Background: an optimization exercise with open tools, aiming at small area, a short achievable clock period and few clock cycles. Do not read the settings as production practice.
The RTL was checked by simulation tests, not by an equivalence proof against the original design.
Power and IR drop assume default switching activity.

<file path="config.mk">
export PLATFORM = sky130hd
export DESIGN_NAME = xvcd_enc
export DESIGN_NICKNAME = xvcd_enc
export VERILOG_FILES = /design/flow/design.v
export SDC_FILE = /design/flow/constraint.sdc
export NUM_CORES = 4
export LEC_CHECK = 0
export CAP_MARGIN = 20
export CORE_MARGIN = 2
export CORE_UTILIZATION = 40
export PLACE_DENSITY = 0.6
export SLEW_MARGIN = 20
</file>
<file path="constraint.sdc">
create_clock -name core_clock -period 10.0 [get_ports {clk}]
set_input_delay 2.0000 -clock core_clock [delete_from_list [all_inputs] [get_ports {clk}]]
set_output_delay 2.0000 -clock core_clock [all_outputs]
set_load 0.01 [all_outputs]
</file>
<file path="design.v">
module xvcd_enc (
    input  wire        clk,
    input  wire        rst,         
    input  wire        start,
    input  wire [15:0] n_bits,
    input  wire [15:0] tx_cap,
    output wire        busy,
    output reg  [12:0] mem_addr,
    input  wire [7:0]  mem_tms,
    input  wire [7:0]  mem_tdi,
    output reg         out_valid,
    output reg  [7:0]  out_data,
    output reg         out_sob,
    input  wire        out_ready
);
    localparam [7:0] OP_TMS_RUN  = 8'h6B;
    localparam [7:0] OP_TDI_RUN  = 8'h3B;
    localparam [7:0] OP_BYTE_RUN = 8'h39;
    localparam [3:0] S_IDLE = 4'd0,
                     S_LD0  = 4'd1,    
                     S_LD1  = 4'd2,    
                     S_LD2  = 4'd3,    
                     S_OP   = 4'd4,    
                     S_H1   = 4'd5,    
                     S_H2   = 4'd6,    
                     S_SCAN = 4'd7,    
                     S_BH0  = 4'd8,    
                     S_BH1  = 4'd9,    
                     S_BH2  = 4'd10,   
                     S_DATA = 4'd11;   
    reg  [3:0]  state;
    reg  [12:0] b;           
    reg  [2:0]  off;         
    reg  [12:0] wl;          
    reg  [2:0]  nr;          
    reg  [15:0] capm3;       
    reg  [16:0] rm;          
    reg  [7:0]  cur_tms, cur_tdi, nxt_tms, nxt_tdi;
    reg  [12:0] k;
    reg  [2:0]  lm1;         
    reg         k1;          
    reg         sob_pend;
    reg         dvalid;
    assign busy = (state != S_IDLE) || out_valid;
    wire ld = !out_valid || out_ready;
    wire [2:0] wend = (wl == 13'd0) ? (nr - 3'd1) : 3'd7;
    wire [3:0] w    = {1'b0, wend} - {1'b0, off} + 4'd1;
    wire [7:0] t    = cur_tms >> off;
    wire [7:0] d    = cur_tdi >> off;
    reg  [2:0] run_m1;
    integer j;
    reg     go;
    always @(*) begin
        run_m1 = 3'd0;
        go = 1'b1;
        for (j = 1; j < 8; j = j + 1) begin
            if (go && (j < w) && (t[0] ? (j < 7 && t[j] && (d[j] == d[0])) : !t[j]))
                run_m1 = run_m1 + 3'd1;
            else
                go = 1'b0;
        end
    end
    wire [7:0] run_mask    = (8'd2 << lm1) - 8'd1;
    wire [7:0] tms_payload = {d[0], 7'd0} | run_mask;
    wire [7:0] tdi_payload = d & run_mask;
    wire byte_mode = (off == 3'd0) && (wl[12:1] != 12'd0) &&
                     (cur_tms == 8'h00) && (nxt_tms == 8'h00);
    wire [3:0] off_sum = {1'b0, off} + {1'b0, lm1} + 4'd1;
    wire       crossb   = off_sum[3];
    wire       bit_done = crossb ? (wl == 13'd1 && nr == 3'd0)
                                : (wl == 13'd0 && off_sum[2:0] == nr);
    wire at_lim = (k == wl) || ({3'd0, k} == capm3);
    wire stop   = at_lim || (mem_tms != 8'h00);
    reg        of_v;
    reg [7:0]  of_d;
    reg        of_s;
    always @(*) begin
        of_v = 1'b0;
        of_d = 8'h00;
        of_s = 1'b0;
        case (state)
        S_OP: begin
            of_v = !byte_mode;
            of_d = t[0] ? OP_TMS_RUN : OP_TDI_RUN;
            of_s = rm[16];
        end
        S_H1: begin
            of_v = 1'b1;
            of_d = {5'd0, lm1};
        end
        S_H2: begin
            of_v = 1'b1;
            of_d = t[0] ? tms_payload : tdi_payload;
        end
        S_BH0: begin
            of_v = 1'b1;
            of_d = OP_BYTE_RUN;
            of_s = sob_pend;
        end
        S_BH1: begin
            of_v = 1'b1;
            of_d = k[7:0];
        end
        S_BH2: begin
            of_v = 1'b1;
            of_d = {3'd0, k[12:8]};
        end
        S_DATA: begin
            of_v = dvalid;
            of_d = mem_tdi;
        end
        default: ;
        endcase
    end
    wire take = ld && of_v;
    always @(posedge clk) begin
        if (rst) begin
            state     <= S_IDLE;
            out_valid <= 1'b0;
        end else begin
            if (ld) begin
                out_valid <= of_v;
                out_data  <= of_d;
                out_sob   <= of_s;
            end
            if (take)
                rm <= (of_s ? {1'b0, capm3} : rm) - 17'd1;
            case (state)
            S_IDLE: begin
                if (start && !out_valid) begin
                    wl       <= n_bits[15:3];
                    nr       <= n_bits[2:0];
                    capm3    <= tx_cap - 16'd3;
                    rm       <= 17'h1FFFD;    
                    b        <= 13'd0;
                    off      <= 3'd0;
                    mem_addr <= 13'd0;
                    if (n_bits != 16'd0) state <= S_LD0;
                end
            end
            S_LD0: begin
                mem_addr <= 13'd1;
                state    <= S_LD1;
            end
            S_LD1: begin
                cur_tms  <= mem_tms;
                cur_tdi  <= mem_tdi;
                mem_addr <= 13'd2;
                state    <= S_LD2;
            end
            S_LD2: begin
                nxt_tms <= mem_tms;
                nxt_tdi <= mem_tdi;
                state   <= S_OP;
            end
            S_OP: begin
                if (byte_mode) begin
                    k1       <= (capm3 == 16'd1);
                    k        <= (capm3 == 16'd1) ? 13'd1 : 13'd2;
                    mem_addr <= mem_addr + 13'd1;
                    state    <= S_SCAN;
                end else if (ld) begin
                    lm1   <= run_m1;
                    state <= S_H1;
                end
            end
            S_H1: begin
                if (ld) state <= S_H2;
            end
            S_H2: begin
                if (ld) begin
                    off <= off_sum[2:0];
                    if (crossb) begin
                        cur_tms  <= nxt_tms;
                        cur_tdi  <= nxt_tdi;
                        nxt_tms  <= mem_tms;
                        nxt_tdi  <= mem_tdi;
                        b        <= b + 13'd1;
                        wl       <= wl - 13'd1;
                        mem_addr <= mem_addr + 13'd1;
                    end
                    state <= bit_done ? S_IDLE : S_OP;
                end
            end
            S_SCAN: begin
                sob_pend <= rm[16] || (rm[15:0] < {3'd0, k});
                if (stop) begin
                    if (k1) begin
                        cur_tms <= nxt_tms;
                        cur_tdi <= nxt_tdi;
                        nxt_tms <= mem_tms;
                        nxt_tdi <= mem_tdi;
                    end else begin
                        cur_tms <= mem_tms;
                        cur_tdi <= mem_tdi;
                    end
                    state <= S_BH0;
                end else begin
                    k        <= k + 13'd1;
                    mem_addr <= mem_addr + 13'd1;
                end
            end
            S_BH0: begin
                if (!k1) begin
                    nxt_tms <= mem_tms;
                    nxt_tdi <= mem_tdi;
                end
                if (ld) begin
                    k     <= k - 13'd1;
                    state <= S_BH1;
                end
            end
            S_BH1: begin
                mem_addr <= b;
                if (ld) state <= S_BH2;
            end
            S_BH2: begin
                if (ld) begin
                    mem_addr <= b + 13'd1;
                    dvalid   <= 1'b1;
                    state    <= S_DATA;
                end
            end
            S_DATA: begin
                if (dvalid && ld) begin
                    b        <= b + 13'd1;
                    wl       <= wl - 13'd1;
                    k        <= k - 13'd1;
                    mem_addr <= mem_addr + ((k == 13'd0) ? 13'd2 : 13'd1);
                    if (k == 13'd0)
                        state <= (wl == 13'd1 && nr == 3'd0) ? S_IDLE : S_OP;
                end else if (dvalid) begin
                    mem_addr <= b;
                    dvalid   <= 1'b0;
                end else begin
                    mem_addr <= mem_addr + 13'd1;
                    dvalid   <= 1'b1;
                end
            end
            default: state <= S_IDLE;
            endcase
        end
    end
endmodule
</file>
<file path="run.sh">
#!/bin/bash
# synth_recipe.tcl (not shown) runs the flow's synth.tcl, then flattens the netlist and writes it again
# the make line also repeats each setting of config.mk as NAME=value (left out here)
make -C /OpenROAD-flow-scripts/flow DESIGN_CONFIG=/design/flow/config.mk WORK_HOME=/design/flow/orfs CLKGATE_MAP_FILE= SYNTH_SCRIPT=/design/flow/synth_recipe.tcl finish
</file>
==> run summary <==
## metrics by stage
step	area (sq um)	power [uW]	hold slack, ps	util [%]
after global routing	12700	1860	585	47.1
after detailed placement	12100	1130	558	44.9
after CTS	12700	1790	579	47.1
after floorplan	10900	994	546	-
after global placement	12100	1120	557	44.9
final	12700	1780	580	47.1
## cell usage after synthesis (all sizes together) (32+ instances only)
| library cell | instances |
|---|---|
| xnor2 | 49 |
| mux2 | 46 |
| ha | 46 |
| edfxtp | 138 |
| nand2 | 90 |
| nand3 | 32 |
| clkbuf | 43 |
| a21oi | 72 |
| nor2 | 117 |
| o21ai | 80 |
| xor2 | 53 |
| inv | 42 |
| nor3 | 37 |
## power breakdown
| part | switching, uW | total [uW] | internal (uW) |
|---|---|---|---|
| combinational | 200 | 356 | 157 |
| sequential | 55.6 | 763 | 708 |
| clock | 288 | 664 | 376 |
| total | 544 | 1780 | 1240 |
## worst max path at each step
stage | from | to | slack [ps] | depth (start not counted)
2_1_floorplan | wl[7]$_DFFE_PP_ | lm1[2]$_DFFE_PP_ | 2860 | 35
3_3_place_gp | wl[7]$_DFFE_PP_ | lm1[2]$_DFFE_PP_ | 2300 | 35
3_5_place_dp | wl[7]$_DFFE_PP_ | lm1[2]$_DFFE_PP_ | 2060 | 35
4_1_cts | wl[7]$_DFFE_PP_ | lm1[2]$_DFFE_PP_ | 2050 | 35
5_1_grt | wl[8]$_DFFE_PP_ | lm1[2]$_DFFE_PP_ | 1470 | 35
6_report | wl[7]$_DFFE_PP_ | lm1[2]$_DFFE_PP_ | 2080 | 35
## cell type report
type                            count  area [sq um]
Clock buffer                       17           425
Clock inverter                     15           174
Fill cell                        2575         14200
Inverter                           43           161
Multi-Input combinational cell    917          6320
Sequential cell                   143          4240
Tap cell                          341           427
Timing Repair Buffer               95           901
## cells by family after synthesis
group | synth area share (%)
XOR/XNOR | 8.18
AND/OR/NAND/NOR | 18.5
buffers and inverters | 3.49
adder cells (fa/ha/maj) | 6.00
multiplexers | 8.57
flip-flops | 38.9
AO/OA/AOI/OAI | 16.4
## sequential cells by signal, summed over array words and instances (netlist names), 13 cells and up
name and flops:
b 13, rm 17, k 13, mem_addr 13
wl 13, capm3 16
## per-layer routing
layer	up-vias	routed length (microns)
li1	4468	-
met1	4452	13900
met2	270	14300
met3	48	1600
met4	0	871
met5	-	0
==> impl_metrics.py <==
metrics = {
    "outcome": {
        "outcome": "complete, no violations",
    },
    "sta": {
        "worst_slew_pin_slew_ps": 1050,
        "setup_ws_ps": 2080,
        "hold_viol_final": 0,
        "max_freq_mhz": 126,
        "max-slew-margin-rel_pct": 29.9,
        "fin_worst_skew_ps": 8.08,
        "finalSetupTns_ps": 0,
        "period_share_pct": 79.2,
        "finalCriticalPeriod_ps": 7920,
        "grt_setup_unrepaired": "no",
        "slew_viol_final": 0,
        "setup_viol": 0,
    },
    "grt": {
        "globalRouteMet1Util_pct": 29.0,
        "grt_max_degree": 40,
        "top_usage_layer": "met2",
        "gr-usage-all-layers_pct": 21.5,
        "use_met2_pct": 35.1,
        "use_met3_pct": 3.40,
        "antenna_found_initial": 0,
        "grt_pass1_vias": 8833,
        "grt.overflow.total": 0,
        "grt_pass1_wl_microns": 48200,
    },
    "worst_setup_path": {
        "worst-path-max-fanout": 6,
        "endpoint_kind": "flop",
        "cp-start-kind": "flop",
        "slowest_delay_ps": 600,
        "required_ps": 10170,
        "rr_endpoint": "lm1[2]$_DFFE_PP_",
        "worstSetupPathType": "flop to flop",
        "path_delay_family": "simple AND/OR/NAND/NOR gates",
        "worstReg2RegStart": "wl[7]$_DFFE_PP_",
        "cp_slowest_cell": "or4_1",
        "r2r_setup_slack_ps": 2080,
        "critPathArrivalTime_ps": 8100,
        "worst-r2r-cell-count": 35,
        "path_buf_inv": 3,
        "cp_common_cell": "ha_1",
    },
    "yosys": {
        "postSynthAreaPerCell_sq_um": 9.43,
        "synth_top_flop_cell": "edfxtp_1",
        "synthArstFlopShare_pct": 0,
        "yosys-top-cells-area": "edfxtp_1, ha_1, mux2_2",
        "synthCells": 1158,
        "synth_cell_types": 81,
        "syn_nets": 1260,
        "syn_area_sq_mm": 0.0109,
        "synth_top_area_share_pct": 38.0,
        "yosysSeqAreaShare_pct": 38.9,
        "yosys_warnings": 1,
        "ys_ff_latch": 143,
        "yosys.area.top_type": "edfxtp_1",
        "synth_edf_count": 138,
    },
    "floorplan": {
        "coreArea_sq_mm": 0.0269,
        "boundaryPins": 76,
        "dieArea_sq_mm": 0.0286,
        "die_width_microns": 169,
        "num_rows": 60,
        "dieHeight_microns": 169,
        "start_util_pct": 40.6,
    },
    "min_path": {
        "min_path_cells": 1,
        "hp-start": "nxt_tdi[6]$_DFFE_PP_",
        "hold_path_end": "cur_tdi[6]$_DFFE_PP_",
        "hp-class": "flop to flop",
    },
    "clocking": {
        "worstSkewPairLatency_ps": 440,
        "cts_buffer_depth": 2,
        "root_buffer": "clkbuf_16",
        "cts_tree": "done",
        "cts_sinks": 143,
        "cts-buffers-inserted": 17,
        "ctsResizeCount": 0,
        "cts_max_level": 4,
        "hold_buffers": 0,
        "clk_pin_slew_ps": 60,
        "post_cts_buffers": 0,
    },
    "detailed_routing": {
        "routed_wl_microns": 30600,
        "antenna_left": 0,
        "vias_per_cell": 5.88,
        "drc_errors": 0,
        "wl_per_cell_microns": 19.5,
        "firstDrtPassIters": 6,
        "drt_iter0_drc": 868,
        "via_count": 9238,
    },
    "final_layout": {
        "final_cell_mix": "edfxtp_1, nor2_1, nand2_1, clkdlybuf4s50_1, a21oi_1",
        "layout_commonest_cell": "edfxtp_1",
        "num_antenna_cells": 0,
        "final_layout_size_suffix_gt1_share_pct": 10.2,
        "area_growth_pct": 15.9,
        "finalNetCount": 1319,
        "instances_no_fill": 1571,
    },
    "power_and_ir_drop": {
        "pwr_density_cell_mw_per_mm2": 141,
        "p_leak_uw": 0.00442,
        "ir_drop_uv": 117,
    },
    "placed_design": {
        "pre_cts_ws_ps": 2060,
        "io_buffer_count": 75,
        "gp_congestion": 0.888,
        "dp.cells": 1539,
        "place.detailed.hpwl_microns": 22500,
    },
    "run": {
        "maxCapViolCount": 0,
    },
}
Testbench counts, summed over its fixed seeds: cycles 41,218.

[afterwards: timing with drivers on the ports]
In the flow no input, the clock included, has a driving cell. The finished layout below was timed again as built, in two steps.
Step 1: set_driving_cell puts a clkbuf_16 on clk and a buf_2 on each other input, an assumption about the parent block.
Step 2 also shifts input and output timing later by t, the mid clock arrival at the registers, as if the neighbouring blocks saw the same clock.
a / b / c = ideal / step 1 / step 2; a / b = the first two.
t (ns): 0.481
setup slack, ns: 2.077 / 2.077 / 2.077
cell pins on the clock port's net: 1
After both steps setup and hold are still met in this run. The setup slack of this run moves by 0.000 ns with the drivers and by 0.000 ns with both steps.
